Source: an optimization exercise on an open RTL-to-GDS flow (aim: small area, a short achievable clock period and few clock cycles per item). Production flows keep margins and buffers that such runs may drop.
Only simulation tests tie the RTL to the original design; equivalence was not proved.
Power is estimated from default activity; no workload was simulated.

== wip/harbor ==
// anim_frame_encoder
module anim_frame_encoder #(
    parameter NPIX = 4096
) (
    input  wire       clk,
    input  wire       rst,
    input  wire       start,
    input  wire       literal,
    input  wire [2:0] bpp,
    output wire       busy,
    input  wire       pix_valid,
    output wire       pix_ready,
    input  wire [6:0] pix_cur,
    input  wire [6:0] pix_ref,
    output wire       out_valid,
    input  wire       out_ready,
    output wire [7:0] out_data,
    output wire       out_last
);
    localparam N  = 132;               
    localparam TP = 100;                
    localparam PW = $clog2(NPIX + 1);
    localparam M_START = 2'd0;         
    localparam M_SAME  = 2'd1;         
    localparam M_DIFF  = 2'd2;         
    reg        busy_r;
    reg        lit_r;
    reg [2:0]  bpp_r;
    wire       start_take = start & ~busy_r;
    reg        q0_v, q1_v;
    reg [6:0]  q0_val, q1_val;
    reg        q0_eq, q1_eq;
    reg [PW-1:0] in_left;              
    reg        in_nz;                  
    reg        pix_ready_r;
    assign pix_ready = pix_ready_r;
    wire take   = pix_valid & pix_ready;
    wire new_eq = (pix_cur == pix_ref);
    wire all_in = ~in_nz & ~q0_v;      
    reg [7*N-1:0] rval;
    reg [N-1:0]   rstop;
    reg [7:0]     cnt;                 
    reg [7:0]     d;                   
    reg           h1, h2, h3;          
    wire [6:0] v = rval[7*(N-1) +: 7];
    wire       s = rstop[N-1];
    wire [127:0] f;
    assign f[0] = 1'b0;
    genvar gk;
    generate
        for (gk = 1; gk < 128; gk = gk + 1) begin : g_f
            assign f[gk] = rstop[N - 2 - gk];
        end
    endgenerate
    wire        enc_f_n;
    wire [6:0]  enc_k_n;
    ffs128 u_ffs (.x(f), .found(enc_f_n), .idx(enc_k_n));
    reg        enc_f;
    reg [6:0]  enc_k;
    reg        snapok;
    reg [1:0]    mode;
    reg [6:0]    len;                  
    reg          s1, s2;               
    reg          ex_done;
    wire f_ready;
    reg  is_head;                      
    wire rem1   = all_in & (cnt == 8'd1);    
    wire rem_le = all_in & (cnt <= 8'd128);
  ...
Size: roughly 2200 cells after synthesis, about 1200 flip-flops, ~35 I/O pins, about 0.031 mm2 of cells after synthesis.
export LEC_CHECK = 0
export CAP_MARGIN = 20
export CORE_MARGIN = 2
export CORE_UTILIZATION = 65
export CTS_BUF_LIST = sky130_fd_sc_hd__clkbuf_16
export CTS_CLUSTER_DIAMETER = 80
export CTS_CLUSTER_SIZE = 32
export PLACE_DENSITY = 0.75
export SETUP_SLACK_MARGIN = 5.0
export SLEW_MARGIN = 20
create_clock -name core_clock -period 8.0 [get_ports {clk}]
run.sh (not shown) runs the stock make flow with config.mk's settings and CLKGATE_MAP_FILE= SYNTH_SCRIPT=/design/flow/synth_recipe.tcl, a recipe that flattens the netlist after the stock synthesis.
Testbench counts of wip/harbor, summed over its fixed seeds: cycles 264,244, pixels 262,144.
For wip/tundra, these inputs were changed with respect to wip/harbor:
--- a/flow/design.v
+++ b/flow/design.v
@@ -86,19 +86,18 @@
     output wire       pix_ready,
     input  wire [6:0] pix_cur,
     input  wire [6:0] pix_ref,
     output wire       out_valid,
     input  wire       out_ready,
     output wire [7:0] out_data,
     output wire       out_last
 );
     localparam N  = 132;               
-    localparam TP = 100;                
     localparam PW = $clog2(NPIX + 1);
     localparam M_START = 2'd0;         
     localparam M_SAME  = 2'd1;         
     localparam M_DIFF  = 2'd2;         
     reg        busy_r;
     reg        lit_r;
     reg [2:0]  bpp_r;
     wire       start_take = start & ~busy_r;
     reg        q0_v, q1_v;
@@ -189,64 +188,55 @@
                     end
                 end
             endcase
         end
     end
     wire [7:0] cnt_m1 = cnt - 8'd1;
     wire [7:0] cnt_p1 = cnt + 8'd1;
     wire [7:0] d_p1   = (d == N - 1) ? 8'd0 : d + 8'd1;
     wire live    = (d < cnt);
-    reg  at_p;                         
-    reg  cln;                          
-    wire empty_n = cons ? (cnt == 8'd1) : (cnt == 8'd0);
-    wire src_ok  = q0_v & ~lit_r & busy_r;
-    wire insp    = src_ok & ((empty_n & cln) | (at_p & (cons | (cnt != N))));
-    wire ins0    = src_ok & ((empty_n & ~cln) | (~empty_n & ~at_p & (cons ? (cnt == N) : (d == cnt))));
-    wire ins     = ins0 | insp;
+    wire ins_ok  = cons ? ((cnt == N) | (cnt == 8'd1)) : ((cnt == 8'd0) | (d == cnt));
+    wire ins     = q0_v & ~lit_r & busy_r & ins_ok;
     wire pop_q   = ins | lit_take;
     wire q1_v_n  = (~q0_v | pop_q) ? (q1_v & take) : (q1_v | take);
     bit_writer u_writer (
         .clk      (clk),
         .rst      (rst),
         .f_valid  (fv),
         .f_ready  (f_ready),
         .f_data   (fd),
         .f_width  (fw),
         .flush    (ex_done),
         .out_valid(out_valid),
         .out_ready(out_ready),
         .out_data (out_data),
         .out_last (out_last)
     );
     assign busy = busy_r;
-    wire [6:0] vin = ins0 ? q0_val : v;
-    wire       sin = ~ins0 & live & ~cons & s;
-    wire       stop_new = h1 & h2 & h3 & q0_eq;
+    wire [6:0] vin = ins ? q0_val : v;
+    wire       sin = ~ins & live & ~cons & s;
     always @(posedge clk) begin
-        rval  <= {rval[7*(N-1)-1:7*TP], (insp ? q0_val : rval[7*(TP-1) +: 7]), rval[7*(TP-1)-1:0], vin};
-        rstop <= {rstop[N-2:TP+3], (insp ? stop_new : rstop[TP+2]), rstop[TP+1:TP], (~insp & rstop[TP-1]),
-                  rstop[TP-2:3], (ins0 ? stop_new : rstop[2]), rstop[1:0], sin};
+        rval  <= {rval[7*(N-1)-1:0], vin};
+        rstop <= {rstop[N-2:3], (ins ? (h1 & h2 & h3 & q0_eq) : rstop[2]), rstop[1:0], sin};
         enc_f <= enc_f_n;
         enc_k <= enc_k_n;
     end
     always @(posedge clk) begin
         if (rst) begin
             busy_r  <= 1'b0;
             lit_r   <= 1'b0;
             bpp_r   <= 3'd1;
             q0_v    <= 1'b0;
             q1_v    <= 1'b0;
             in_left <= NPIX;
             in_nz   <= 1'b1;
             cnt     <= 8'd0;
             d       <= 8'd0;
-            at_p    <= 1'b0;
-            cln     <= 1'b0;
             is_head <= 1'b0;
             pix_ready_r <= 1'b1;
             mode    <= M_START;
             ex_done <= 1'b0;
             snapok  <= 1'b0;
             h1      <= 1'b0;
             h2      <= 1'b0;
             h3      <= 1'b0;
         end else begin
@@ -268,25 +258,22 @@
                 q1_val <= pix_cur;
                 q1_eq  <= new_eq;
             end
             if (take) begin
                 in_left <= in_left - 1'b1;
                 in_nz   <= (in_left != 1);
             end
             pix_ready_r <= ~q1_v_n & (take ? (in_left != 1) : in_nz);
             cnt <= (cons == ins) ? cnt : (cons ? cnt_m1 : cnt_p1);
-            at_p <= insp;
-            if (empty_n & insp)
-                d <= TP + 1;
-            else if (empty_n & ins0)
+            if (cons)
+                d <= ((cnt == 8'd1) & ins) ? 8'd1 : 8'd0;
+            else if ((cnt == 8'd0) & ins)
                 d <= 8'd1;
-            else if (cons)
-                d <= 8'd0;
             else
                 d <= d_p1;
             if (ins) begin
                 h3 <= h2;
                 h2 <= h1;
                 h1 <= q0_eq;
             end
             is_head <= cons ? (cnt >= 8'd2) : ((cnt != 8'd0) & (d == N - 1));
             if (cons) begin
@@ -298,19 +285,18 @@
                 end else if (at_start) begin
                     mode <= s ? M_SAME : M_DIFF;
                     len  <= 7'd1;
                 end else begin
                     len  <= len1[6:0];
                 end
             end
             if ((cons & rem1) | (lit_take & ~in_nz & ~q1_v)) begin
                 ex_done     <= 1'b1;
-                cln         <= 1'b1;
                 mode        <= M_START;
                 h1          <= 1'b0;
                 h2          <= 1'b0;
                 h3          <= 1'b0;
                 in_left     <= NPIX;
                 in_nz       <= 1'b1;
                 pix_ready_r <= 1'b1;
             end
             if (start_take) begin
==> run notes <==
The aggregate global-route resource usage was comparable across wip/tundra and wip/harbor.
Compared with wip/harbor, wip/tundra ends up with a larger final cell area.
wip/tundra: share of cell area taken by flip-flops and latches is 0.53 points lower than what wip/harbor reported.
wip/tundra ended with more multi-input gate area in the final layout than wip/harbor.
On smallest hold slack, the lower figure sits with wip/harbor, not wip/tundra.
Summary of wip/tundra over wip/harbor: total power -130 uW; total power divided by cell area -about 1.9%; post-layout worst setup margin -0.016 ns.
Testbench counts of wip/tundra, summed over its fixed seeds: cycles 269,844, pixels 262,144.

-- port drivers added, routing unchanged --
No port has a modelled driver above. Below, the same layouts with a new extraction and two added sets of constraints. Step 1, drivers: a clkbuf_16 drives clk and a buf_2 each remaining input, both assumed. Step 2 also shifts input and output timing later by t, the mid clock arrival at the registers, as if the neighbouring blocks saw the same clock. a / b / c = no drivers / after step 1 / after step 2; a / b = the first two.
run	t, ns	setup WS [ns]	worst setup path after step 2	pins driven straight from the clock port
wip/harbor	0.667	5.065 / 5.004 / 4.469	input to register	1
wip/tundra	0.668	5.049 / 4.993 / 4.516	input to register	1
After both steps every run listed still meets setup and hold. For wip/harbor, which loses most, drivers alone change the setup slack by -0.061 ns; drivers and shift together by -0.596 ns.
